Background: an optimization exercise with open tools, aiming at small area. Do not read the settings as production practice.
Where RTL was checked, it was by simulation tests only, not by an equivalence proof against the original.
Only the layout flow was run in run 1; the RTL was not checked for function there.
Power and IR drop assume default switching activity.

===== config.mk =====
export PLATFORM = sky130hd
export DESIGN_NAME = ffm_sensor_link
export DESIGN_NICKNAME = ffm_sensor_link
export VERILOG_FILES = /design/flow/design.v
export SDC_FILE = /design/flow/constraint.sdc
export NUM_CORES = 4
export LEC_CHECK = 0
export CAP_MARGIN = 20
export CORE_MARGIN = 2
export CORE_UTILIZATION = 70
export CTS_BUF_LIST = sky130_fd_sc_hd__clkbuf_8
export SLEW_MARGIN = 20

===== constraint.sdc =====
create_clock -name core_clock -period 20.0 [get_ports {clk}]
set_input_delay 4.0000 -clock core_clock [delete_from_list [all_inputs] [get_ports {clk}]]
set_output_delay 4.0000 -clock core_clock [all_outputs]
set_load 0.01 [all_outputs]

===== design.v =====
module ffm_sensor_link (
    input  wire        clk,
    input  wire        rst,
    input  wire        rx_valid,
    input  wire [7:0]  rx_data,
    output wire        adc_req,
    output wire [1:0]  adc_chan,
    input  wire        adc_valid,
    input  wire [11:0] adc_data,
    output wire        tx_valid,
    output wire [7:0]  tx_data,
    input  wire        tx_ready
);
    localparam [2:0] IDLE = 3'd0;    
    localparam [2:0] ADC  = 3'd1;    
    localparam [2:0] UW   = 3'd2;    
    localparam [2:0] UR   = 3'd3;    
    localparam [2:0] BW   = 3'd4;    
    localparam [2:0] BR   = 3'd5;    
    localparam [2:0] TX   = 3'd6;    
    localparam [1:0] OP_P = 2'd0, OP_T = 2'd1, OP_V = 2'd2, OP_X = 2'd3;
    reg [2:0]  st;
    reg [4:0]  ph;       
    reg        lap2;     
    reg [1:0]  n;        
    reg [1:0]  op;       
    reg        s;        
    reg [2:0]  bp;       
    reg [18:0] a0, a1;   
    reg        sd0, sd1; 
    reg [11:0] tr;       
    reg        ca, cb;   
    reg        bw;       
    reg        c1;
    reg        e1, e2, c2;
    reg        f1, f2, c3;
    reg        g1, g2, g3, da, db;
    assign adc_req  = (st == ADC);
    assign adc_chan = {s, ~s};
    assign tx_valid = (st == TX);
    assign tx_data  = tr[11:4];
    wire in_ur = (st == UR);
    wire in_br = (st == BR);
    wire is_v = (op == OP_V);
    wire cklo = is_v & (s ? (bp == 3'd6) : (bp == 3'd4));
    wire vlo  = is_v & (bp == 3'd2);
    wire vhi  = is_v & (bp == 3'd3);
    wire comp = vlo | vhi | cklo;
    wire last = (op == OP_P) ? (bp == 3'd3) : (is_v & s) ? (bp == 3'd7) : (bp == 3'd5);
    wire [7:0] cmd_b = {2'b10, op, 2'b00, s, ~s};
    wire [7:0] ckhi  = {6'b111111, ~(ca & cb), ~(ca ^ cb)};
    reg  [7:0] cbyte;
    always @(*) begin
        cbyte = 8'h00;
        case (op)
            OP_P: case (bp[1:0])
                2'd0: cbyte = 8'h04;
                2'd1: cbyte = cmd_b;
                2'd2: cbyte = s ? 8'h79 : 8'h7A;
                default: cbyte = 8'hFF;
            endcase
            OP_T: case (bp)
                3'd0: cbyte = 8'h06;
                3'd1: cbyte = cmd_b;
                3'd2: cbyte = s ? 8'h03 : 8'h01;
                3'd3: cbyte = s ? 8'h04 : 8'h02;
                3'd4: cbyte = s ? 8'h60 : 8'h65;
                default: cbyte = 8'hFF;
            endcase
            default: case (bp)
                3'd0: cbyte = s ? 8'h08 : 8'h06;
                3'd1: cbyte = cmd_b;
                3'd4, 3'd5: cbyte = s ? 8'h00 : ckhi;
                default: cbyte = ckhi;
            endcase
        endcase
    end
    wire cbit = cbyte[ph[2:0]];
    wire w1 = lap2 ? (ph <= 5'd5) : (ph >= 5'd17);                
    wire w2 = lap2 & (ph >= 5'd6) & (ph <= 5'd13);                
    wire g5 = lap2 ? (ph <= 5'd4) : (ph >= 5'd12);                
    wire a_h  = s ? a1[0]  : a0[0];
    wire a_7  = s ? a1[7]  : a0[7];
    wire a_14 = s ? a1[14] : a0[14];
    wire sd   = s ? sd1 : sd0;
    wire run  = in_br & comp;
    wire x0   = run & ~lap2 & a_h;        
    wire x5   = run & g5 & a_14;          
    wire z    = x0 ^ x5 ^ c1;
    wire y    = z ^ e2 ^ c2;
    wire w    = y ^ f2 ^ c3;
    wire q1   = w ^ g1 ^ da;
    wire q    = q1 ^ g3 ^ db;
    wire p    = s ? q : w;
    wire kb   = ~s & lap2 & ((ph == 5'd0) | ((ph >= 5'd2) & (ph <= 5'd6)));
    wire v    = p ^ kb ^ bw;
    wire lo12 = (ph < 5'd12);
    wire kcb  = s ? ((ph == 5'd7) | (ph == 5'd9) | (ph == 5'd11) | (ph == 5'd13))
                  : ((ph == 5'd6) | (ph == 5'd7) | (ph == 5'd8) | (ph == 5'd11) | (ph == 5'd13));
    wire sx   = in_ur ? a_h : tr[4];
    wire sy   = in_ur ? ~(lo12 & a_7) : v;
    wire sz   = in_ur ? (lo12 & tr[0]) : kcb;
    wire s1   = sx ^ sy ^ ca;
    wire so   = s1 ^ sz ^ cb;
    wire ca_n = (sx & sy) | (sx & ca) | (sy & ca);
    wire cb_n = (s1 & sz) | (s1 & cb) | (sz & cb);
    wire ge7  = (ph >= 5'd7);
    wire nb   = sd ? so : (ge7 & tr[0]);
    wire u_sh = sd ? lo12 : ge7;
    wire sh_c = in_br & ~comp & ~ph[4] & ~ph[3];
    wire sh_v = run & ((w1 & ~vhi) | (w2 & ~vlo));
    wire sin  = comp ? ((cklo & w2) ? ~so : v) : cbit;
    always @(posedge clk) begin
        ph <= (ph == 5'd18) ? 5'd0 : ph + 5'd1;
        c1 <= (x0 & x5) | (x0 & c1) | (x5 & c1);
        e1 <= z; e2 <= e1; c2 <= (z & e2) | (z & c2) | (e2 & c2);
        f1 <= y; f2 <= f1; c3 <= (y & f2) | (y & c3) | (f2 & c3);
        g1 <= w; g2 <= g1; g3 <= g2;
        da <= (w & g1) | (w & da) | (g1 & da);
        db <= (q1 & g3) | (q1 & db) | (g3 & db);
        bw <= (in_br & (lap2 | (ph >= 5'd17))) ? ((~p & (kb | bw)) | (kb & bw)) : 1'b0;
        a0 <= {(in_ur & ~s) ? nb : a0[0], a0[18:1]};
        a1 <= {(in_ur &  s) ? nb : a1[0], a1[18:1]};
        if (st == UW) begin
            ca <= 1'b1;
            cb <= 1'b0;
        end else if (in_ur || (run && cklo)) begin
            ca <= (in_ur | w2) & ca_n;
            cb <= (in_ur | w2) & cb_n;
        end
        if (st == ADC && adc_valid)
            tr <= adc_data;
        else if ((in_ur && u_sh) || sh_c || sh_v)
            tr <= {sin, tr[11:1]};
        if (rst) begin
            st  <= IDLE;
            ph  <= 5'd0;
            n   <= 2'd0;
            sd0 <= 1'b0;
            sd1 <= 1'b0;
        end else begin
            case (st)
                IDLE: if (rx_valid) begin
                    case (n)
                        2'd0: if (rx_data == 8'h04) n <= 2'd1;
                        2'd1: begin
                            n  <= 2'd2;
                            s  <= rx_data[1];
                            if ((rx_data[3:0] == 4'd1 || rx_data[3:0] == 4'd2) &&
                                (rx_data[7:4] == 4'h8 || rx_data[7:4] == 4'h9 || rx_data[7:4] == 4'hA))
                                op <= rx_data[5:4];
                            else
                                op <= OP_X;
                        end
                        2'd2: begin
                            n <= 2'd3;
                            if (rx_data != {2'b01, ~op, 2'b10, ~s, s})
                                op <= OP_X;
                        end
                        default: begin
                            n <= 2'd0;
                            bp <= 3'd0;
                            if (rx_data == 8'hFF && op != OP_X)
                                st <= (op == OP_V) ? ADC : BW;
                        end
                    endcase
                end
                ADC: if (adc_valid) st <= UW;
                UW: if (ph == 5'd18) st <= UR;
                UR: if (ph == 5'd18) begin
                    st <= BR;
                    if (s) sd1 <= 1'b1; else sd0 <= 1'b1;
                end
                BW: if (comp ? (ph == 5'd6) : (ph == 5'd18)) begin
                    st <= BR;
                    lap2 <= 1'b0;
                end
                BR: begin
                    if (ph == 5'd18) lap2 <= 1'b1;
                    if (comp ? (lap2 && ph == (vlo ? 5'd5 : 5'd13)) : (ph == 5'd7))
                        st <= TX;
                end
                TX: if (tx_ready) begin
                    if (last) st <= IDLE;
                    else begin
                        bp <= bp + 3'd1;
                        st <= BW;
                    end
                end
                default: st <= IDLE;
            endcase
        end
    end
endmodule

===== run.sh =====
#!/bin/bash
# synth_recipe.tcl (not shown) runs the flow's synth.tcl, then flattens the netlist and writes it again
# the make line also repeats each setting of config.mk as NAME=value (left out here)
make -C /OpenROAD-flow-scripts/flow DESIGN_CONFIG=/design/flow/config.mk WORK_HOME=/design/flow/orfs CLKGATE_MAP_FILE= SYNTH_SCRIPT=/design/flow/synth_recipe.tcl finish

==> notes.md, run 1 <==
status finished clean; fin util 0.819; Slew Viols, Final 0; die area 6410 sq um; final hold violation count 0; metal3 WL 823 microns; vias in the first global route 3101; VDD IR-drop max 94.5 uV; Pre-antenna DRT Iters 6; layout cells sized above 1 0.109; vias per cell 6.47; Max clock buf depth 2; hold crit path type register to register; FP Rows 27; Syn Nets 446; top fanout value on the critical path 15; CTS resizes 0; CTS root buffer clkbuf_8; Synth Area per Inst 10.2 sq um; Wirelength per Cell 19.8 microns; worst hold path stage count 0; Worst-Margin Slew 867 ps; clock slew at reported path FFs 90 ps; clk_skew 10.0 ps; Pleak 1.73 nW; maximum level of the CTS H-tree 3; aggregate routed wire length 9750 microns; most common cell after layout, fill and taps aside dfxtp_1; Hold-fix buffers, CTS 0; minimum clock period 6720 ps; FFs w/ async S/R, synth 0; cell taking the most area after synthesis dfxtp_1; top_reg_cell synth dfxtp_1; met1 WL 3790 microns; r2r worst-path depth 19; chip height 80.0 microns; Die W 80.0 microns; Cell Count Post-Placement 477; largest net degree at the start of global routing 25; Setup TNS 0 ps; CORE AREA 5540 sq um; via count 3188; Port Buffers 36; clk latency of the worst-skew pair 360 ps; dpl hpwl 6580 microns; GRT Total Usage 0.326; Synth top area share 0.321; Placed Instance Area 4330 sq um; most frequent cells in the layout dfxtp_1, nor2_1, clkdlybuf4s50_1, nand2_1; Filler cells 320; PwrDens 69.9 nW/um^2; Num CTS Buffers 9; First DRT Iteration DRCs 428; ant diodes 0; grt ovf 0; RSZ-0062 raised after global routing false; initial antenna violation count 0; Post-CTS Setup Bufs 0; MaxCap Viol Count 0; highest metal used met4; drt drc 0; Setup CP Type register to register; TritonCTS clock tree done; Initial Util 0.731; met2 wire len 4720 microns; Synth area leaders dfxtp_1, edfxtp_1, mux2_2, ha_1, fa_1; YS warnings 1; Synth Cell Area 4050 sq um; final non-filler cell total 493; gpl congestion 0.933; Final ANT Viol Nets 0; Achievable Freq 149 MHz; WP data arrival 7020 ps; CP Capture Type register; Synth-to-Final Area Change 12.1%; relative max-transition margin 0.407; Tcrit/Tclk final 0.336; Num Clock Sinks 84; Worst setup SP type register; number of synthesized register bits 84; first-pass GRT wire length 15600 microns; setup violators final 0; post-synthesis sequential area ratio 0.462; critical path required time 20300 ps; io pins 37; Post-synth EDFFs 19; design area 4540 sq um; Post-Synthesis Cells 397; Yosys cell types 64; # nets final 465; WHS 334 ps
==> synth_stat cells (2+ instances only) <==
master and n:
a211oi_1 6, or2_2 3, o31ai_1 5, o21ai_2 2, edfxtp_1 19, clkbuf_1 10
nor4_1 6, nor2b_1 5, fa_1 8, buf_4 11, nand2b_1 9, a22oi_1 4
a31oi_1 5, nand4_1 4, o21ai_0 12, nand3_1 12, a21o_1 2, nor4b_1 2
nor3_1 5, nand2_1 21, or3_1 2, xor2_1 2, dfxtp_1 65, and4bb_2 2
and3_1 4, xnor2_1 4, o32ai_1 3, inv_1 20, a221o_1 2, ha_1 16
buf_6 2, a21oi_1 20, nor2_1 37, and2_1 2, buf_2 5, mux2i_1 7
a211o_1 4, o211ai_1 2, mux2_2 19, a311oi_1 4
==> path summary, 6_finish.rpt <==
| check | startpoint | endpoint | slack [ps] |
|---|---|---|---|
| setup reg to reg | bp[2]$_SDFFCE_PN0P_ | a1[18]$_DFF_P_ | 13280 |
| setup / recovery | bp[2]$_SDFFCE_PN0P_ | a1[18]$_DFF_P_ | 13280 |
| hold / removal | a0[9]$_DFF_P_ | a0[8]$_DFF_P_ | 330 |
| hold reg to reg | a0[9]$_DFF_P_ | a0[8]$_DFF_P_ | 330 |
==> sequential cells by signal, summed over array words and instances (netlist names), 2 cells and up <==
name / flops
a0: 19
a1: 19
tr: 12
ph: 5
bp: 3
st: 3
n: 2
op: 2
==> kinds of logic after synthesis <==
family,count (synthesis),share of synthesized area
buffers and inverters,50,0.0618
AO/OA/AOI/OAI,83,0.142
XOR/XNOR,6,0.0130
flip-flops,84,0.462
multiplexers,26,0.0702
AND/OR/NAND/NOR,124,0.162
adder cells (fa/ha/maj),24,0.0890
==> per-stage QoR <==
step,total power [mW],worst slack [ps]
floorplan,0.188,13910
global placement,0.196,13630
detailed placement,0.196,13470
CTS,0.317,13360
global route,0.326,12990
finish,0.317,13280
==> power by group <==
group,total [mW],switching [mW],internal [mW]
logic,0.0170,0.00786,0.00915
registers,0.176,0.00231,0.174
clock network,0.124,0.0646,0.0599
==> layer usage <==
metal / vias up / global-route usage
met5: - / 0
met4: 0 / 0.136
met3: 53 / 0.0701
met2: 195 / 0.539
met1: 1483 / 0.416
li1: 1457 / -
==> final cells by class <==
type / instances / area, sq um / share of cell area
repair buffers: 37 / 368 / 0.0810
well taps: 72 / 90.1 / 0.0198
flip-flops and latches: 84 / 1870 / 0.412
clock inverters: 7 / 81.3 / 0.0179
inverters: 21 / 78.8 / 0.0174
clock buffers: 9 / 124 / 0.0273
multi-input cells: 263 / 1930 / 0.424
==> critical path, stage by stage (launching register included) <==
cell      delay (ps)
edfxtp_1         600
inv_1            240
ha_1             420
o21ai_2          150
nand2_4          150
nand4_1          140
fa_1             560
inv_1             60
fa_1             530
fa_1             470
fa_1             520
fa_1             420
mux2i_1          200
fa_1             470
nand2_1           80
nand2_1           70
fa_1             510
fa_1             440
o21ai_0          380
mux2_2           250
==> run 2, diff against run 1 <==
--- a/design.v
+++ b/design.v
@@ -39,5 +39,5 @@
     assign adc_chan = {s, ~s};
     assign tx_valid = (st == TX);
-    assign tx_data  = tr[11:4];
+    assign tx_data  = comp ? tr[11:4] : cbyte;
     wire in_ur = (st == UR);
     wire in_br = (st == BR);
@@ -76,5 +76,4 @@
         endcase
     end
-    wire cbit = cbyte[ph[2:0]];
     wire w1 = lap2 ? (ph <= 5'd5) : (ph >= 5'd17);                
     wire w2 = lap2 & (ph >= 5'd6) & (ph <= 5'd13);                
@@ -108,7 +107,6 @@
     wire nb   = sd ? so : (ge7 & tr[0]);
     wire u_sh = sd ? lo12 : ge7;
-    wire sh_c = in_br & ~comp & ~ph[4] & ~ph[3];
     wire sh_v = run & ((w1 & ~vhi) | (w2 & ~vlo));
-    wire sin  = comp ? ((cklo & w2) ? ~so : v) : cbit;
+    wire sin  = (cklo & w2) ? ~so : v;
     always @(posedge clk) begin
         ph <= (ph == 5'd18) ? 5'd0 : ph + 5'd1;
@@ -131,5 +129,5 @@
         if (st == ADC && adc_valid)
             tr <= adc_data;
-        else if ((in_ur && u_sh) || sh_c || sh_v)
+        else if ((in_ur && u_sh) || sh_v)
             tr <= {sin, tr[11:1]};
         if (rst) begin
@@ -162,5 +160,5 @@
                             bp <= 3'd0;
                             if (rx_data == 8'hFF && op != OP_X)
-                                st <= (op == OP_V) ? ADC : BW;
+                                st <= (op == OP_V) ? ADC : TX;
                         end
                     endcase
@@ -169,8 +167,9 @@
                 UW: if (ph == 5'd18) st <= UR;
                 UR: if (ph == 5'd18) begin
-                    st <= BR;
+                    st <= TX;
                     if (s) sd1 <= 1'b1; else sd0 <= 1'b1;
                 end
-                BW: if (comp ? (ph == 5'd6) : (ph == 5'd18)) begin
+                BW: if (!comp) st <= TX;
+                else if (ph == 5'd6) begin
                     st <= BR;
                     lap2 <= 1'b0;
@@ -178,5 +177,5 @@
                 BR: begin
                     if (ph == 5'd18) lap2 <= 1'b1;
-                    if (comp ? (lap2 && ph == (vlo ? 5'd5 : 5'd13)) : (ph == 5'd7))
+                    if (lap2 && ph == (vlo ? 5'd5 : 5'd13))
                         st <= TX;
                 end
==> flow/run.sh (new file) <==
#!/bin/bash
# Own flow: the standard layout (standard.sh), with two changes:
#  - synthesis maps the logic with an area-oriented ABC script and without
#    ORFS's adder extraction (registers are mapped exactly as in the standard
#    synthesis; only the combinational mapping differs);
#  - port buffers are sky130_fd_sc_hd__buf_1 instead of the default pick.
# make's full output goes to flow_make.log here; ORFS's per-step logs stay
# under orfs/logs/.
set -euo pipefail
W=$(pwd)
export FLOW_WORK="$W"
export AREA_ABC_SCRIPT="$W/flow/area.abc"
bash standard.sh \
  SYNTH_SCRIPT="$W/flow/synth.tcl" \
  ADDER_MAP_FILE= \
  "BUFFER_PORTS_ARGS=-buffer_cell sky130_fd_sc_hd__buf_1" \
  finish > "$W/flow_make.log" 2>&1
==> flow/area.abc (new file) <==
strash
&get -n
&fraig -x
&put
scorr
dc2
strash
&get -n
&dch -f
&nf -R 1000 -p -a
&put
strash
dc2
&get -n
&dch -f
&nf -R 1000 -p -a
&put
==> flow/synth.tcl (new file) <==
# The standard synthesis (synth_recipe.tcl in the work folder), with an
# area-oriented ABC script in place of ORFS's.
proc abc {args} {
  set i [lsearch $args -script]
  if {$i >= 0} { lset args [expr {$i + 1}] $::env(AREA_ABC_SCRIPT) }
  yosys abc {*}$args
}
source $::env(FLOW_WORK)/synth_recipe.tcl
==> standard.sh (new file) <==
#!/bin/bash
# synth_recipe.tcl (not shown) runs the flow's synth.tcl, then flattens the netlist and writes it again
# the make line also repeats each setting of config.mk as NAME=value (left out here)
make -C /OpenROAD-flow-scripts/flow DESIGN_CONFIG=/design/flow/config.mk WORK_HOME=/design/flow/orfs CLKGATE_MAP_FILE= SYNTH_SCRIPT=/design/flow/synth_recipe.tcl "${@:-finish}"
removed: run.sh
==> run 2 against run 1 <==
  * Combinational power shrank 39%
  * Register-to-register slack about the same
  * Clock skew hardly changed
  * Die area down 13%
  * Core utilization up 0.24 points
  * Cell count shrank 3.9%
  * First-iteration DRC count is 49% lower
  * Maximum frequency down 3.5%
  * Total power is 0.80% lower
  * Synthesized cell count down 10%
  * Flip-flop and latch count unchanged
  * Sequential share of layout area increased by 6.4 points
  * Critical endpoint is now tx_data[0]
  * Largest cell class is now sequential cells
  * Highest routed layer unchanged
==> notes.md, run 2 <==
Post-Synthesis Cells 356 (was 397); final hold violation count 0 (unchanged); TritonCTS clock tree done (unchanged); clk_skew 9.67 ps (was 10.0 ps); # nets final 427 (was 465); Pleak 1.41 nW (was 1.73 nW); met2 wire len 3820 microns (was 4720 microns); worst setup margin 13030 ps (was 13280 ps); Achievable Freq 144 MHz (was 149 MHz); Multi-input gate area 1590 sq um (was 1930 sq um); Synth Area per Inst 9.85 sq um (was 10.2 sq um); io pins 37 (unchanged); top fanout value on the critical path 23 (was 15); most frequent cells in the layout dfxtp_1, nor2_1, buf_1, nand2_1, a21oi_1 (was dfxtp_1, nor2_1, clkdlybuf4s50_1, nand2_1); metal3 WL 611 microns (was 823 microns); GRT Total Usage 0.304 (was 0.326); drt drc 0 (unchanged); Synth area leaders dfxtp_1, edfxtp_1, nor2_1, mux2_1, xnor2_1 (was dfxtp_1, edfxtp_1, mux2_2, ha_1, fa_1); Synth-to-Final Area Change 12.1% (about the same); Port Buffers 36 (unchanged); chip height 74.8 microns (was 80.0 microns); minimum clock period 6970 ps (was 6720 ps); critical path required time 16000 ps (was 20300 ps); Worst-Margin Slew 1180 ps (was 867 ps); largest net degree at the start of global routing 24 (was 25); net switching power 0.0731 mW (was 0.0747 mW); Hold-fix buffers, CTS 0 (unchanged); setup violators final 0 (unchanged); via count 2943 (was 3188); Syn Nets 381 (was 446); MaxCap Viol Count 0 (unchanged); PwrDens 80.0 nW/um^2 (was 69.9 nW/um^2); Post-Synth Simple-Gate Area 0.199 (was 0.162); clk latency of the worst-skew pair 360 ps (about the same); most common cell in the netlist dfxtp_1 (unchanged); worst path cell trace xnor2_1, nand4_1, and2_0, o21ai_0, a2111oi_0, a21oi_1, buf_1 (was inv_1, ha_1, o21ai_2, nand2_4, nand4_1, fa_1, inv_1, fa_1, fa_1, fa_1, fa_1, mux2i_1, fa_1, nand2_1, nand2_1, fa_1, fa_1, o21ai_0, mux2_2); VDD IR-drop max 78.9 uV (was 94.5 uV); largest family of logic cells by synthesized area simple AND/OR/NAND/NOR gates (unchanged); Max clock buf depth 2 (unchanged); multiplexer fraction of the synthesized cell area 0.0507 (was 0.0702); vias in the first global route 2663 (was 3101); Num CTS Buffers 9 (unchanged); die area 5590 sq um (was 6410 sq um); Die W 74.8 microns (was 80.0 microns); Synth top area share 0.371 (was 0.321); FP Rows 25 (was 27); First DRT Iteration DRCs 217 (was 428); Largest regs a0 (19), a1 (19), tr (12) (unchanged); hold crit path type register to register (unchanged); Yosys cell types 49 (was 64); Worst setup SP type register (unchanged); Num Clock Sinks 84 (unchanged); Post-synth EDFFs 19 (unchanged); sequential share of power 0.557 (was 0.554); maximum level of the CTS H-tree 3 (unchanged); aggregate routed wire length 8010 microns (was 9750 microns); overall power 0.315 mW (was 0.317 mW); Final ANT Viol Nets 0 (unchanged); RSZ-0062 raised after global routing false (unchanged); vias per cell 6.21 (was 6.47); Reg area 1870 sq um (unchanged); first-pass GRT wire length 12500 microns (was 15600 microns); Comb pwr share 0.033 (was 0.054); Slew Viols, Final 0 (unchanged); met1 WL 3360 microns (was 3790 microns); most common cell after layout, fill and taps aside dfxtp_1 (unchanged); Post-synth top cells dfxtp_1, nor2_1, nand2_1 (unchanged); Tcrit/Tclk final 0.348 (was 0.336); Clock power frac 0.410 (was 0.392); post-synthesis sequential area ratio 0.534 (was 0.462); Wirelength per Cell 16.9 microns (was 19.8 microns); number of synthesized register bits 84 (unchanged); grt ovf 0 (unchanged); status finished clean (unchanged); clock slew at reported path FFs 90 ps (about the same); highest metal used met4 (unchanged); initial antenna violation count 0 (unchanged); Initial Util 0.733 (was 0.731); cell taking the most area after synthesis dfxtp_1 (unchanged); CTS resizes 0 (unchanged); FFs w/ async S/R, synth 0 (unchanged); Synth Cell Area 3510 sq um (was 4050 sq um); Slowest-stage cell, CP edfxtp_1 (unchanged); pre-CTS WS 13470 ps (about the same); CTS root buffer clkbuf_8 (unchanged); CP Capture Type output port (was register); gpl congestion 0.947 (was 0.933); ant diodes 0 (unchanged); post-synthesis compound-gate area fraction 0.141 (was 0.142); YS warnings 1 (unchanged); Pint 0.242 mW (was 0.243 mW); layout cells sized above 1 0.0418 (was 0.109); Pre-antenna DRT Iters 4 (was 6); switching share of total power 0.232 (was 0.236); Filler cells 307 (was 320); WP data arrival 2970 ps (was 7020 ps); dpl hpwl 5620 microns (was 6580 microns); relative max-transition margin 0.190 (was 0.407); Post-CTS Setup Bufs 0 (unchanged); Setup CP Type register to output port (was register to register); top_reg_cell synth dfxtp_1 (unchanged); Setup TNS 0 ps (unchanged); Post-Synth XOR/XNOR Area 0.0474 (was 0.0130); Post-Synth Adder-Cell Area 0.0143 (was 0.0890); CP peak stage delay 910 ps (was 600 ps); CORE AREA 4790 sq um (was 5540 sq um)
[run 2: changes by cell type in the layout (fill, tap and decap cells not counted), moves of 10 or more]
cell,delta
clkdlybuf4s50_1,-36
xnor2_1,+10
buf_1,+36
nor2_1,+13
inv_1,-20
ha_1,-16
mux2_1,+14
mux2_2,-19
[run 2: final cells by class]
| class | count | area share |
|---|---|---|
| clock buffer | 10 | 0.0350 |
| clock inverter | 6 | 0.0194 |
| inverter | 9 | 0.00859 |
| multi-input combinational | 261 | 0.403 |
| sequential | 84 | 0.476 |
| tap | 67 | 0.0213 |
| timing repair buffer | 37 | 0.0363 |
[run 2: metal layers]
| layer | global-route usage | vias to the layer above |
|---|---|---|
| met5 | 0 | - |
| met1 | 0.381 | 1359 |
| met4 | 0.125 | 0 |
| li1 | - | 1396 |
| met2 | 0.497 | 164 |
| met3 | 0.0897 | 24 |
[run 2: path summary, 6_finish.rpt]
check / from / slack, ps / to / depth (start not counted)
setup / recovery: s$_DFFE_PP_ / 13030 / tx_data[0] / 7
hold / removal: a0[16]$_DFF_P_ / 330 / a0[15]$_DFF_P_ / 0
setup reg to reg: s$_DFFE_PP_ / 13280 / a0[18]$_DFF_P_ / 25
hold reg to reg: a0[16]$_DFF_P_ / 330 / a0[15]$_DFF_P_ / 0
[run 2: cell families (layout without fill, tap and decap cells)]
| family | count (synthesis) | after routing |
|---|---|---|
| XOR/XNOR | 19 | 19 |
| flip-flops | 84 | 84 |
| multiplexers | 16 | 16 |
| AND/OR/NAND/NOR | 145 | 145 |
| AO/OA/AOI/OAI | 76 | 76 |
| adder cells (fa/ha/maj) | 5 | 5 |
| buffers and inverters | 11 | 62 |
[run 2: power by group through the flow]
stage                     sequential [mW]  clock [mW]  combinational, mW
after CTS                           0.175       0.131             0.0102
final                               0.175       0.129             0.0104
after detailed placement            0.179           0             0.0101
after global routing                0.176       0.136             0.0115
after global placement              0.179           0            0.00953
after floorplan                     0.179           0            0.00608
[run 2: worst max-delay path, delay by kind of cell (launching register included)]
kind	cells	cell delay, ps
DFF	1	910
AOI/OAI and AO/OA	3	700
xor gates and xnor gates	1	140
and+or+nand+nor	2	700
buffers and inverters	1	140
[run 2: stage by stage]
step	util	instance area [sq um]	instances	hold WS [ps]
6_report	0.822	3930	474	326
5_1_grt	0.822	3930	474	336
4_1_cts	0.820	3930	473	329
3_5_place_dp	0.775	3710	457	312
3_3_place_gp	0.775	3710	457	310
2_1_floorplan	-	3510	356	310

static timing again, ports no longer ideal:
The flow's constraints put no driver on any port. The routed layouts listed below were extracted and timed again, unchanged, in two steps.
Step 1: set_driving_cell puts a clkbuf_16 on clk and a buf_2 on each other input, an assumption about the parent block.
Step 2 also shifts input and output timing later by t, the mid clock arrival at the registers, as if the neighbouring blocks saw the same clock.
Three values: ideal ports, drivers, drivers and shift; two values: the first two.
run | shift t [ns] | slack for setup (ns) | hold slack, ns
run 1 | 0.384 | 13.279 / 13.279 / 13.279 | 0.334 / 0.334 / 0.334
run 2 | 0.388 | 13.035 / 13.007 / 13.278 | 0.326 / 0.326 / 0.326
After both steps every run listed still meets setup and hold.
